Source: an optimization exercise on an open RTL-to-GDS flow (aim: small area and a short achievable clock period). Production flows keep margins and buffers that such runs may drop.
RTL that was checked went through simulation tests only; none was proved equivalent to the original.

==> flow/design.v <==
module ahrs_crc16 (
    input  wire [15:0] crc_in,
    input  wire [7:0]  data,
    output reg  [15:0] crc_out
);
    integer i;
    reg [15:0] t;
    always @(*) begin
        t = crc_in ^ {data, 8'h00};
        for (i = 0; i < 8; i = i + 1) begin
            if (t[15])
                t = {t[14:0], 1'b0} ^ 16'h1021;
            else
                t = {t[14:0], 1'b0};
        end
        crc_out = t;
    end
endmodule
module ahrs_parser (
    input  wire        clk,
    input  wire        rst,
    input  wire        feed,         
    input  wire        preset,       
    input  wire [7:0]  data,         
    output wire        done,         
    output wire        wr_angle,     
    output wire [1:0]  wr_field,     
    output wire        wr_status,    
    output wire [31:0] acc_q         
);
    localparam [3:0] S_SYNC0  = 4'd0,
                     S_SYNC1  = 4'd1,
                     S_SYNC2  = 4'd2,
                     S_SYNC3  = 4'd3,
                     S_COMPID = 4'd4,
                     S_STATUS = 4'd5,
                     S_CRC0   = 4'd6,
                     S_CRC1   = 4'd7,
                     S_ANG0   = 4'd8,
                     S_ANG1   = 4'd9,
                     S_ANG2   = 4'd10,
                     S_ANG3   = 4'd11;
    localparam [15:0] CRC_PREAMBLE = 16'h7982;    
    reg [3:0]  st;
    reg [15:0] crc;
    reg [3:0]  seen;      
    reg [1:0]  fld;
    reg [31:0] acc;
    wire [31:0] value = {acc[23:0], data};
    assign acc_q = acc;
    wire [15:0] crc_next;
    ahrs_crc16 u_crc (.crc_in(crc), .data(data), .crc_out(crc_next));
    wire       in_sync = (st[3:2] == 2'b00);
    wire [7:0] ang_exp = value[30:23];
    wire       ang_bad = (ang_exp == 8'hFF) ||
                         (ang_exp == 8'h00 && value[22:0] != 23'd0);
    reg       id_known;
    reg [1:0] id_k;
    always @(*) begin
        id_known = 1'b1;
        id_k     = 2'd0;
        case (data)
            8'h05:   id_k = 2'd0;
            8'h18:   id_k = 2'd1;
            8'h19:   id_k = 2'd2;
            8'h4F:   id_k = 2'd3;
            default: id_known = 1'b0;
        endcase
    end
    wire done_d = (st == S_CRC1) && crc[7:0] == 8'h00 && data == crc[15:8];
    assign wr_field  = fld;
    assign wr_angle  = feed && st == S_ANG3 && !ang_bad;
    assign wr_status = feed && st == S_STATUS;
    assign done      = feed && done_d;
    wire [3:0] seen_set = (st == S_COMPID && id_known) ? (4'b0001 << id_k) : 4'b0000;
    wire [3:0] st_after = (seen == 4'b1111) ? S_CRC0 : S_COMPID;
    reg [3:0] st_feed;
    always @(*) begin
        case (st)
            S_SYNC0, S_SYNC1, S_SYNC2, S_SYNC3: begin
                if (data == (st == S_SYNC0 ? 8'h00 : st == S_SYNC1 ? 8'h17 :
                             st == S_SYNC2 ? 8'h05 : 8'h04))
                    st_feed = st + 4'd1;
                else if (data == 8'h00)
                    st_feed = S_SYNC1;
                else
                    st_feed = S_SYNC0;
            end
            S_COMPID: begin
                if (!id_known || seen[id_k])
                    st_feed = S_SYNC0;
                else
                    st_feed = (id_k == 2'd3) ? S_STATUS : S_ANG0;
            end
            S_ANG0, S_ANG1, S_ANG2: st_feed = st + 4'd1;
            S_ANG3:   st_feed = ang_bad ? S_SYNC0 : st_after;
            S_STATUS: st_feed = st_after;
            S_CRC0:   st_feed = S_CRC1;
            default:  st_feed = S_SYNC0;
        endcase
    end
    always @(posedge clk) begin
        if (rst || preset)
            st <= S_SYNC0;
        else if (feed)
            st <= st_feed;
    end
    always @(posedge clk) begin
        if (feed) begin
            acc <= value;
            crc <= in_sync ? CRC_PREAMBLE : crc_next;
            seen <= in_sync ? 4'b0 : (seen | seen_set);
            fld  <= (st == S_COMPID) ? id_k : fld;
        end
    end
endmodule
module ahrs_tbuf (
    input  wire       clk,
    input  wire       rst,
    input  wire       offer,
    input  wire       update,
    output wire [2:0] write_oh,
    output wire [2:0] read_oh,
    output wire       took        
);
    reg [2:0] w_oh, c_oh, r_oh;
    reg       new_f;
    assign write_oh = w_oh;
    assign read_oh  = r_oh;
    assign took     = update & (offer | new_f);
    wire       swap_n = update & new_f;
    wire [2:0] c_n    = swap_n ? r_oh : c_oh;
    wire [2:0] r_n    = swap_n ? c_oh : r_oh;
    wire [2:0] c_y    = update ? r_oh : w_oh;
    wire [2:0] r_y    = update ? w_oh : r_oh;
    always @(posedge clk) begin
        if (rst) begin
            w_oh  <= 3'b001;
            c_oh  <= 3'b010;
            r_oh  <= 3'b100;
            new_f <= 1'b0;
        end else begin
            w_oh  <= offer ? c_oh : w_oh;
            c_oh  <= offer ? c_y : c_n;
            r_oh  <= offer ? r_y : r_n;
            new_f <= offer ? !update : (new_f & !update);
        end
    end
endmodule
module ahrs_store (
    input  wire        clk,
    input  wire        rst,
    input  wire [2:0]  write_oh,    
    input  wire        wr_angle,
    input  wire [1:0]  wr_field,    
    input  wire        wr_status,
    input  wire [31:0] wr_value,    
    output wire [103:0] slot0,      
    output wire [103:0] slot1,
    output wire [103:0] slot2,
    output wire [11:0]  written     
);
    reg [31:0] yaw    [0:2];
    reg [31:0] pitch  [0:2];
    reg [31:0] roll   [0:2];
    reg [7:0]  status [0:2];
    reg [3:0]  valid  [0:2];    
    reg pend_angle, pend_status;
    always @(posedge clk) begin
        pend_angle  <= wr_angle  && !rst;
        pend_status <= wr_status && !rst;
    end
    integer i;
    always @(posedge clk) begin
        for (i = 0; i < 3; i = i + 1) begin
            if (pend_angle && write_oh[i]) begin
                case (wr_field)
                    2'd0:    yaw[i]   <= wr_value;
                    2'd1:    pitch[i] <= wr_value;
                    default: roll[i]  <= wr_value;
                endcase
            end
            if (pend_status && write_oh[i])
                status[i] <= wr_value[7:0];
        end
    end
    always @(posedge clk) begin
        for (i = 0; i < 3; i = i + 1) begin
            if (rst) begin
                valid[i] <= 4'b0;
            end else begin
                if (pend_angle && write_oh[i]) begin
                    case (wr_field)
                        2'd0:    valid[i][0] <= 1'b1;
                        2'd1:    valid[i][1] <= 1'b1;
                        default: valid[i][2] <= 1'b1;
                    endcase
                end
                if (pend_status && write_oh[i])
                    valid[i][3] <= 1'b1;
            end
        end
    end
    assign slot0 = {status[0], roll[0], pitch[0], yaw[0]};
    assign slot1 = {status[1], roll[1], pitch[1], yaw[1]};
    assign slot2 = {status[2], roll[2], pitch[2], yaw[2]};
    assign written = {valid[2], valid[1], valid[0]};
endmodule
module ahrs_rx (
    input  wire        clk,
    input  wire        rst,
    input  wire        p_valid,
    input  wire [31:0] p_cmd,
    output reg         p_resp_valid,
    output reg         p_resp_err,
    output wire [31:0] p_resp_val,
    input  wire        c_valid,
    input  wire [31:0] c_cmd,
    output reg         c_resp_valid,
    output reg         c_resp_err,
    output reg  [31:0] c_resp_val
);
    localparam [7:0] OPC_CRC_UPDATE   = 8'h01,
                     OPC_FEED         = 8'h10,
                     OPC_PARSER_RESET = 8'h11,
                     OPC_OFFER        = 8'h20,
                     OPC_UPDATE       = 8'h21,
                     OPC_GET_PITCH    = 8'h30,
                     OPC_GET_YAW      = 8'h31,
                     OPC_GET_ROLL     = 8'h32,
                     OPC_GET_STATUS   = 8'h33;
    wire [7:0]  p_opc   = p_cmd[31:24];
    wire [15:0] p_arg16 = p_cmd[23:8];
    wire [7:0]  p_arg8  = p_cmd[7:0];
    wire [7:0]  c_opc   = c_cmd[31:24];
    wire [15:0] c_arg16 = c_cmd[23:8];
    wire [7:0]  c_arg8  = c_cmd[7:0];
    wire p_crc    = p_valid && p_opc == OPC_CRC_UPDATE;
    wire p_feed   = p_valid && p_opc == OPC_FEED         && p_arg16 == 16'h0;
    wire p_preset = p_valid && p_opc == OPC_PARSER_RESET && p_arg16 == 16'h0 && p_arg8 == 8'h0;
    wire p_offer  = p_valid && p_opc == OPC_OFFER        && p_arg16 == 16'h0 && p_arg8 == 8'h0;
    wire p_legal  = p_crc || p_feed || p_preset || p_offer;
    wire c_noarg  = c_arg16 == 16'h0 && c_arg8 == 8'h0;
    wire c_crc    = c_valid && c_opc == OPC_CRC_UPDATE;
    wire c_update = c_valid && c_opc == OPC_UPDATE     && c_noarg;
    wire c_gp     = c_valid && c_opc == OPC_GET_PITCH  && c_noarg;
    wire c_gy     = c_valid && c_opc == OPC_GET_YAW    && c_noarg;
    wire c_gr     = c_valid && c_opc == OPC_GET_ROLL   && c_noarg;
    wire c_gs     = c_valid && c_opc == OPC_GET_STATUS && c_noarg;
    wire c_legal  = c_crc || c_update || c_gp || c_gy || c_gr || c_gs;
    wire [15:0] p_crc_out, c_crc_out;
    ahrs_crc16 u_pcrc (.crc_in(p_arg16), .data(p_arg8), .crc_out(p_crc_out));
    ahrs_crc16 u_ccrc (.crc_in(c_arg16), .data(c_arg8), .crc_out(c_crc_out));
    wire        feed_done;
    wire        wr_angle, wr_status;
    wire [1:0]  wr_field;
    wire [31:0] wr_value;
    ahrs_parser u_parser (
        .clk(clk), .rst(rst),
        .feed(p_feed), .preset(p_preset), .data(p_arg8),
        .done(feed_done),
        .wr_angle(wr_angle), .wr_field(wr_field),
        .wr_status(wr_status), .acc_q(wr_value)
    );
    wire [2:0] write_oh, read_oh;
    wire       took;
    ahrs_tbuf u_tbuf (
        .clk(clk), .rst(rst),
        .offer(p_offer || feed_done),
        .update(c_update),
        .write_oh(write_oh), .read_oh(read_oh),
        .took(took)
    );
    wire [103:0] slot0, slot1, slot2;
    wire [11:0]  written;
    ahrs_store u_store (
        .clk(clk), .rst(rst),
        .write_oh(write_oh),
        .wr_angle(wr_angle), .wr_field(wr_field),
        .wr_status(wr_status), .wr_value(wr_value),
        .slot0(slot0), .slot1(slot1), .slot2(slot2), .written(written)
    );
    wire [3:0] rok0 = {4{read_oh[0]}} & written[3:0];
    wire [3:0] rok1 = {4{read_oh[1]}} & written[7:4];
    wire [3:0] rok2 = {4{read_oh[2]}} & written[11:8];
    wire [31:0] rd_yaw    = ({32{rok0[0]}} & slot0[31:0])   | ({32{rok1[0]}} & slot1[31:0])   | ({32{rok2[0]}} & slot2[31:0]);
    wire [31:0] rd_pitch  = ({32{rok0[1]}} & slot0[63:32])  | ({32{rok1[1]}} & slot1[63:32])  | ({32{rok2[1]}} & slot2[63:32]);
    wire [31:0] rd_roll   = ({32{rok0[2]}} & slot0[95:64])  | ({32{rok1[2]}} & slot1[95:64])  | ({32{rok2[2]}} & slot2[95:64]);
    wire [7:0]  rd_status = ({8{rok0[3]}}  & slot0[103:96]) | ({8{rok1[3]}}  & slot1[103:96]) | ({8{rok2[3]}}  & slot2[103:96]);
    reg [31:0] rd_field;
    always @(*) begin
        case (c_opc[1:0])
            2'd0:    rd_field = rd_pitch;
            2'd1:    rd_field = rd_yaw;
            2'd2:    rd_field = rd_roll;
            default: rd_field = {24'h0, rd_status};
        endcase
    end
    wire c_get = c_gp || c_gy || c_gr || c_gs;
    wire [15:0] p_val = ({16{p_crc}} & p_crc_out) | {15'h0, feed_done};
    wire [31:0] c_val = ({32{c_get}} & rd_field) |
                        {16'h0, {16{c_crc}} & c_crc_out} |
                        {31'h0, took};
    reg  [15:0] p_val_q;
    always @(posedge clk) begin
        if (rst) begin
            p_resp_valid <= 1'b0;
            c_resp_valid <= 1'b0;
        end else begin
            p_resp_valid <= p_valid;
            c_resp_valid <= c_valid;
        end
        p_resp_err <= p_valid && !p_legal;
        p_val_q    <= p_val;
        c_resp_err <= c_valid && !c_legal;
        c_resp_val <= c_val;
    end
    assign p_resp_val = {16'h0, p_val_q};
endmodule
==> flow/config.mk <==
export PLATFORM = sky130hd
export DESIGN_NAME = ahrs_rx
export DESIGN_NICKNAME = ahrs_rx
export VERILOG_FILES = /design/flow/design.v
export SDC_FILE = /design/flow/constraint.sdc
export NUM_CORES = 4
export LEC_CHECK = 0
export CAP_MARGIN = 20
export CORE_MARGIN = 2
export CORE_UTILIZATION = 60
export CTS_CLUSTER_DIAMETER = 80
export CTS_CLUSTER_SIZE = 30
export PLACE_DENSITY = 0.7
export SETUP_SLACK_MARGIN = 3.9
export SLEW_MARGIN = 20
==> flow/constraint.sdc <==
create_clock -name core_clock -period 6.5 [get_ports {clk}]
set_input_delay 1.3000 -clock core_clock [delete_from_list [all_inputs] [get_ports {clk}]]
set_output_delay 1.3000 -clock core_clock [all_outputs]
set_load 0.01 [all_outputs]
standard.sh (not shown) runs the stock make flow with config.mk's settings and CLKGATE_MAP_FILE= SYNTH_SCRIPT=/design/flow/synth_recipe.tcl, a recipe that flattens the netlist after the stock synthesis.
==> flow/flow/run.sh <==
#!/bin/bash
# The standard layout, with the port buffers made from the plain buffer
# (sky130_fd_sc_hd__buf_2) instead of the cell buffer_ports picks by itself.
set -euo pipefail
export BUFFER_PORTS_ARGS="-buffer_cell sky130_fd_sc_hd__buf_2"
bash standard.sh finish > standard.log 2>&1
Then changed:
--- a/flow/design.v
+++ b/flow/design.v
@@ -70,11 +70,10 @@
     wire done_d = (st == S_CRC1) && crc[7:0] == 8'h00 && data == crc[15:8];
     assign wr_field  = fld;
     assign wr_angle  = feed && st == S_ANG3 && !ang_bad;
     assign wr_status = feed && st == S_STATUS;
     assign done      = feed && done_d;
-    wire [3:0] seen_set = (st == S_COMPID && id_known) ? (4'b0001 << id_k) : 4'b0000;
     wire [3:0] st_after = (seen == 4'b1111) ? S_CRC0 : S_COMPID;
     reg [3:0] st_feed;
     always @(*) begin
         case (st)
             S_SYNC0, S_SYNC1, S_SYNC2, S_SYNC3: begin
@@ -107,12 +106,16 @@
     end
     always @(posedge clk) begin
         if (feed) begin
             acc <= value;
             crc <= in_sync ? CRC_PREAMBLE : crc_next;
-            seen <= in_sync ? 4'b0 : (seen | seen_set);
-            fld  <= (st == S_COMPID) ? id_k : fld;
+            if (in_sync)
+                seen <= 4'b0;
+            else if (st == S_COMPID && id_known)
+                seen[id_k] <= 1'b1;
+            if (st == S_COMPID)
+                fld <= id_k;
         end
     end
 endmodule
 module ahrs_tbuf (
     input  wire       clk,
=> The new run went through all stages and came out clean; wire length is lower by a few percent; sequential share of layout area decreases by 0.48 points; non-clock buffer count is higher by 1; worst setup slack gets better by 220 ps; first-iteration DRC count goes down by about a fifth.
No functional check of the RTL was part of the first run of this note.

[port drivers added, routing unchanged]
The flow's constraints put no driver on any port. The routed layouts listed below were extracted and timed again, unchanged, in two steps.
Step 1 sets driving cells, clkbuf_16 on the clock port and buf_2 on the other inputs (assumed; they add their load-dependent delay and slew).
Step 2 moves the port delays by t, midway between the first and last clock arrival at a register: inputs arrive t later, outputs are due t later. That takes back most of the time a late clock gives input paths.
a / b / c = no drivers / after step 1 / after step 2; a / b = the first two.
run	t (ns)	setup slack, ns	cell pins on the clock port's net
the first run	0.579	3.669 / 3.689 / 3.111	1
the second run	0.591	3.889 / 3.908 / 3.317	1
After both steps setup and hold are still met in every run listed. The setup slack of the second run, which loses most, moves by +0.019 ns with the drivers and by -0.572 ns with both steps.
